Background: an optimization exercise with open tools, aiming at small area, a short achievable clock period and few clock cycles. Do not read the settings as production practice.
In this exercise RTL edits were held to simulation tests only and were not proved equivalent to the original.
The flow treats the clock pin as an ideal source, which a real chip does not have.
No activity file was given, so power comes from the tool's default toggle rates.

## tce
module tce (
  input  wire        clk,
  input  wire        rst,
  input  wire [4:0]  bus_addr,
  input  wire        bus_wr,
  input  wire        bus_rd,
  input  wire [31:0] bus_wdata,
  output reg  [31:0] bus_rdata,
  output wire        busy
);
Settings: LEC_CHECK=0, ABC_AREA=1, CAP_MARGIN=20, CORE_MARGIN=2, CORE_UTILIZATION=40, SLEW_MARGIN=20; clock period 32.0 ns.
run.sh (not shown) runs the stock make flow with config.mk's settings and CLKGATE_MAP_FILE= SYNTH_SCRIPT=/design/flow/synth_recipe.tcl, a recipe that flattens the netlist after the stock synthesis.
Testbench counts at the start, summed over its fixed seeds: cycles 171,953.
Rerun with:
- CORE_UTILIZATION: 40 -> 65
Outcome: The changed run completed without violations. Worst setup slack gets better by 38 ps. Maximum frequency is about the same. Sequential power came out higher by about 0.6%. Final cell count came out lower by 7.9%. Global-route usage went up by 18 points. Clock power came out lower by 3.5%. Routed wire length drops by 2.3%. Die area decreases by 38%. Clock skew decreases by 18 ps.
Rerun with:
==> flow/flow/run.sh (new file) <==
#!/bin/bash
# Standard ORFS layout, tuned for a short achieved clock period:
#  - after CTS the delay cells ORFS puts on the ports are replaced by plain
#    buffers and setup is repaired against a ~15 ns target (flow/tune.tcl);
#  - the global-route stage's repair_timing then aims at a setup slack of
#    17 ns against the 32 ns clock, using global-route parasitics.
# Each tool's output goes to its own log in this folder.
set -euo pipefail
bash standard.sh cts > std_to_cts.log 2>&1
export RESULTS="$PWD/orfs/results/${FLOW_PLATFORM}/tce/base"
openroad -no_init -exit flow/tune.tcl > tune.log 2>&1
SETUP_SLACK_MARGIN=17 bash standard.sh > std_finish.log 2>&1
test -f out/final.def
==> flow/flow/tune.tcl (new file) <==
# Post-CTS timing tune: replace the delay cells ORFS puts on the ports with
# plain buffers, then repair setup with a margin, then legalise.
set plat $::env(FLOW_HOME)/platforms/$::env(FLOW_PLATFORM)
read_liberty $plat/lib/sky130_fd_sc_hd__tt_025C_1v80.lib
read_db $::env(RESULTS)/4_cts.odb
read_sdc $::env(RESULTS)/4_cts.sdc
source $plat/setRC.tcl
set_dont_use [list sky130_fd_sc_hd__probe_p_8 sky130_fd_sc_hd__probec_p_8 \
  sky130_fd_sc_hd__lpflow_* sky130_fd_sc_hd__clkdlybuf4s*]
estimate_parasitics -placement
report_worst_slack
report_design_area
set n 0
foreach inst [get_cells -filter "ref_name =~ sky130_fd_sc_hd__clkdlybuf4s*"] {
  set nm [get_full_name $inst]
  if {[string match input* $nm] || [string match output* $nm]} {
    replace_cell $inst sky130_fd_sc_hd__buf_2
    incr n
  }
}
puts "port buffers replaced: $n"
estimate_parasitics -placement
repair_design -slew_margin 20 -cap_margin 20
repair_timing -setup -setup_margin 17 -skip_pin_swap
detailed_placement
check_placement
estimate_parasitics -placement
report_worst_slack
report_design_area
write_db $::env(RESULTS)/4_cts.odb
==> flow/standard.sh (new file) <==
#!/bin/bash
# synth_recipe.tcl (not shown) runs the flow's synth.tcl, then flattens the netlist and writes it again
# the make line also repeats each setting of config.mk as NAME=value (left out here)
make -C /OpenROAD-flow-scripts/flow DESIGN_CONFIG=/design/flow/config.mk WORK_HOME=/design/flow/orfs CLKGATE_MAP_FILE= SYNTH_SCRIPT=/design/flow/synth_recipe.tcl "${@:-finish}"
- CORE_UTILIZATION: 65 -> 55
- CTS_BUF_LIST: not set -> sky130_fd_sc_hd__clkbuf_4 sky130_fd_sc_hd__clkbuf_8
- CTS_CLUSTER_SIZE: not set -> 20
removed: flow/run.sh
Result:
- The new run completed without violations
- routed wire length rose by 1.9%
- combinational power stays flat
- fmax rose by 16%
- worst setup slack is better by 2400 ps
Rerun with:
==> flow/flow/run.sh (replaced) <==
#!/bin/bash
# Standard ORFS layout, with one extra step after CTS: the port buffers are
# resized and the resizer repairs setup against a tighter target, so the
# achieved clock period is short. Each tool's output goes to its own log.
set -euo pipefail
bash standard.sh cts > std_to_cts.log 2>&1
export RESULTS="$PWD/orfs/results/${FLOW_PLATFORM}/tce/base"
openroad -no_init -exit flow/tune.tcl > tune.log 2>&1
bash standard.sh > std_finish.log 2>&1
test -f out/final.def
--- a/flow/flow/tune.tcl
+++ b/flow/flow/tune.tcl
@@ -24 +24 @@
-repair_timing -setup -setup_margin 17 -skip_pin_swap
+repair_timing -setup -setup_margin 18 -skip_pin_swap
- CORE_UTILIZATION: 55 -> 65
- CTS_BUF_LIST: sky130_fd_sc_hd__clkbuf_4 sky130_fd_sc_hd__clkbuf_8 -> not set
- CTS_CLUSTER_SIZE: 20 -> not set
Result: Global-route usage went up by 8.3 points; power went up by 0.78%; sequential power barely changes; register-to-register slack loses 130 ps.

---

Starting RTL as in the previous note.
==> flow/config.mk <==
export PLATFORM = sky130hd
export DESIGN_NAME = tce
export DESIGN_NICKNAME = tce
export VERILOG_FILES = /design/flow/design.v
export SDC_FILE = /design/flow/constraint.sdc
export NUM_CORES = 4
export LEC_CHECK = 0
export ABC_AREA = 1
export CAP_MARGIN = 20
export CORE_MARGIN = 2
export CORE_UTILIZATION = 55
export SLEW_MARGIN = 20
==> flow/constraint.sdc <==
create_clock -name core_clock -period 32.0 [get_ports {clk}]
set_input_delay 6.4000 -clock core_clock [delete_from_list [all_inputs] [get_ports {clk}]]
set_output_delay 6.4000 -clock core_clock [all_outputs]
set_load 0.01 [all_outputs]
standard.sh (not shown) runs the stock make flow with config.mk's settings and CLKGATE_MAP_FILE= SYNTH_SCRIPT=/design/flow/synth_recipe.tcl, a recipe that flattens the netlist after the stock synthesis.
==> flow/flow/run.sh <==
#!/bin/bash
# Standard ORFS layout, tuned for a short achieved clock period:
#  - after CTS the delay cells ORFS puts on the ports are replaced by plain
#    buffers and setup is repaired against a ~15 ns target (flow/tune.tcl);
#  - the global-route stage's repair_timing then aims at a setup slack of
#    17 ns against the 32 ns clock, using global-route parasitics.
# Each tool's output goes to its own log in this folder.
set -euo pipefail
bash standard.sh cts > std_to_cts.log 2>&1
export RESULTS="$PWD/orfs/results/${FLOW_PLATFORM}/tce/base"
openroad -no_init -exit flow/tune.tcl > tune.log 2>&1
SETUP_SLACK_MARGIN=17 bash standard.sh > std_finish.log 2>&1
test -f out/final.def
==> flow/flow/tune.tcl <==
# Post-CTS timing tune: replace the delay cells ORFS puts on the ports with
# plain buffers, then repair setup with a margin, then legalise.
set plat $::env(FLOW_HOME)/platforms/$::env(FLOW_PLATFORM)
read_liberty $plat/lib/sky130_fd_sc_hd__tt_025C_1v80.lib
read_db $::env(RESULTS)/4_cts.odb
read_sdc $::env(RESULTS)/4_cts.sdc
source $plat/setRC.tcl
set_dont_use [list sky130_fd_sc_hd__probe_p_8 sky130_fd_sc_hd__probec_p_8 \
  sky130_fd_sc_hd__lpflow_* sky130_fd_sc_hd__clkdlybuf4s*]
estimate_parasitics -placement
report_worst_slack
report_design_area
set n 0
foreach inst [get_cells -filter "ref_name =~ sky130_fd_sc_hd__clkdlybuf4s*"] {
  set nm [get_full_name $inst]
  if {[string match input* $nm] || [string match output* $nm]} {
    replace_cell $inst sky130_fd_sc_hd__buf_2
    incr n
  }
}
puts "port buffers replaced: $n"
estimate_parasitics -placement
repair_design -slew_margin 20 -cap_margin 20
repair_timing -setup -setup_margin 17 -skip_pin_swap
detailed_placement
check_placement
estimate_parasitics -placement
report_worst_slack
report_design_area
write_db $::env(RESULTS)/4_cts.odb
Testbench counts at the start, summed over its fixed seeds: cycles 171,953.
Then changed:
--- a/flow/flow/run.sh
+++ b/flow/flow/run.sh
@@ -2,0 +3,2 @@
+#  - every repair_timing in the standard stages (CTS, global route) aims at a
+#    setup slack of 17.5 ns against the 32 ns clock, i.e. a ~14.5 ns period;
@@ -4,3 +6 @@
-#    buffers and setup is repaired against a ~15 ns target (flow/tune.tcl);
-#  - the global-route stage's repair_timing then aims at a setup slack of
-#    17 ns against the 32 ns clock, using global-route parasitics.
+#    buffers and setup is repaired again (flow/tune.tcl).
@@ -8,0 +9 @@
+export SETUP_SLACK_MARGIN=17.5
@@ -12 +13 @@
-SETUP_SLACK_MARGIN=17 bash standard.sh > std_finish.log 2>&1
+bash standard.sh > std_finish.log 2>&1
--- a/flow/flow/tune.tcl
+++ b/flow/flow/tune.tcl
@@ -24 +24 @@
-repair_timing -setup -setup_margin 17 -skip_pin_swap
+repair_timing -setup -setup_margin 17.5 -skip_pin_swap
Outcome: Cell count climbs slightly; final area rises by a few percent; routed wire length grows by a few percent; power climbs slightly; non-clock buffer count came out higher by 113.
Then changed:
--- a/flow/flow/run.sh
+++ b/flow/flow/run.sh
@@ -3,2 +2,0 @@
-#  - every repair_timing in the standard stages (CTS, global route) aims at a
-#    setup slack of 17.5 ns against the 32 ns clock, i.e. a ~14.5 ns period;
@@ -6 +4,3 @@
-#    buffers and setup is repaired again (flow/tune.tcl).
+#    buffers and setup is repaired against a ~14 ns target (flow/tune.tcl);
+#  - the global-route stage's repair_timing then aims at a setup slack of
+#    17.5 ns against the 32 ns clock, using global-route parasitics.
@@ -9 +8,0 @@
-export SETUP_SLACK_MARGIN=17.5
@@ -13 +12 @@
-bash standard.sh > std_finish.log 2>&1
+SETUP_SLACK_MARGIN=17.5 bash standard.sh > std_finish.log 2>&1
--- a/flow/flow/tune.tcl
+++ b/flow/flow/tune.tcl
@@ -24 +24 @@
-repair_timing -setup -setup_margin 17.5 -skip_pin_swap
+repair_timing -setup -setup_margin 18 -skip_pin_swap
Result: The new run went through all stages and came out clean; hold slack gets worse by 15 ps; via count drops by 1.8%; final cell count fell by 0.93%; routed wire length decreases by 2.4%; power is lower by 0.65%; sequential power is about the same; cell area shrinks by 2.1%; worst setup slack is better by 130 ps; maximum frequency came out higher by 0.88%; sequential cell count stays the same.

## separate check: timing with driven ports
The flow's constraints put no driver on any port. The routed layouts listed below were extracted and timed again, unchanged, in two steps. Step 1 (the two cells are an assumption about what drives the block):
set clk [get_ports {clk}]
set_driving_cell -lib_cell sky130_fd_sc_hd__clkbuf_16 $clk
set_driving_cell -lib_cell sky130_fd_sc_hd__buf_2 [delete_from_list [all_inputs] $clk]
Step 2 also shifts input and output timing later by t, the mid clock arrival at the registers, as if the neighbouring blocks saw the same clock. a / b / c = ideal / step 1 / step 2; a / b = the first two.
run	shift t [ns]	setup slack, ns	slew at the worst register clock pin (ns)	worst slew at a driven data input, ns
the first run of note 1	0.659	14.496 / 14.462 / 14.462	0.07 / 0.07	0.08
the second run of note 1	0.695	14.534 / 14.491 / 14.491	0.07 / 0.07	0.06
the third run of note 1	0.756	16.950 / 16.871 / 16.871	0.08 / 0.08	0.11
the fourth run of note 1	0.697	16.805 / 16.745 / 16.745	0.07 / 0.07	0.11
the first run of note 2	0.674	16.852 / 16.820 / 16.820	0.08 / 0.08	0.11
the second run of note 2	0.701	17.041 / 16.920 / 16.920	0.07 / 0.07	0.16
the third run of note 2	0.685	17.171 / 17.054 / 17.054	0.08 / 0.08	0.15
After both steps every run listed still meets setup and hold. The setup slack of the second run of note 2, which loses most, moves by -0.121 ns with the drivers and by -0.121 ns with both steps.
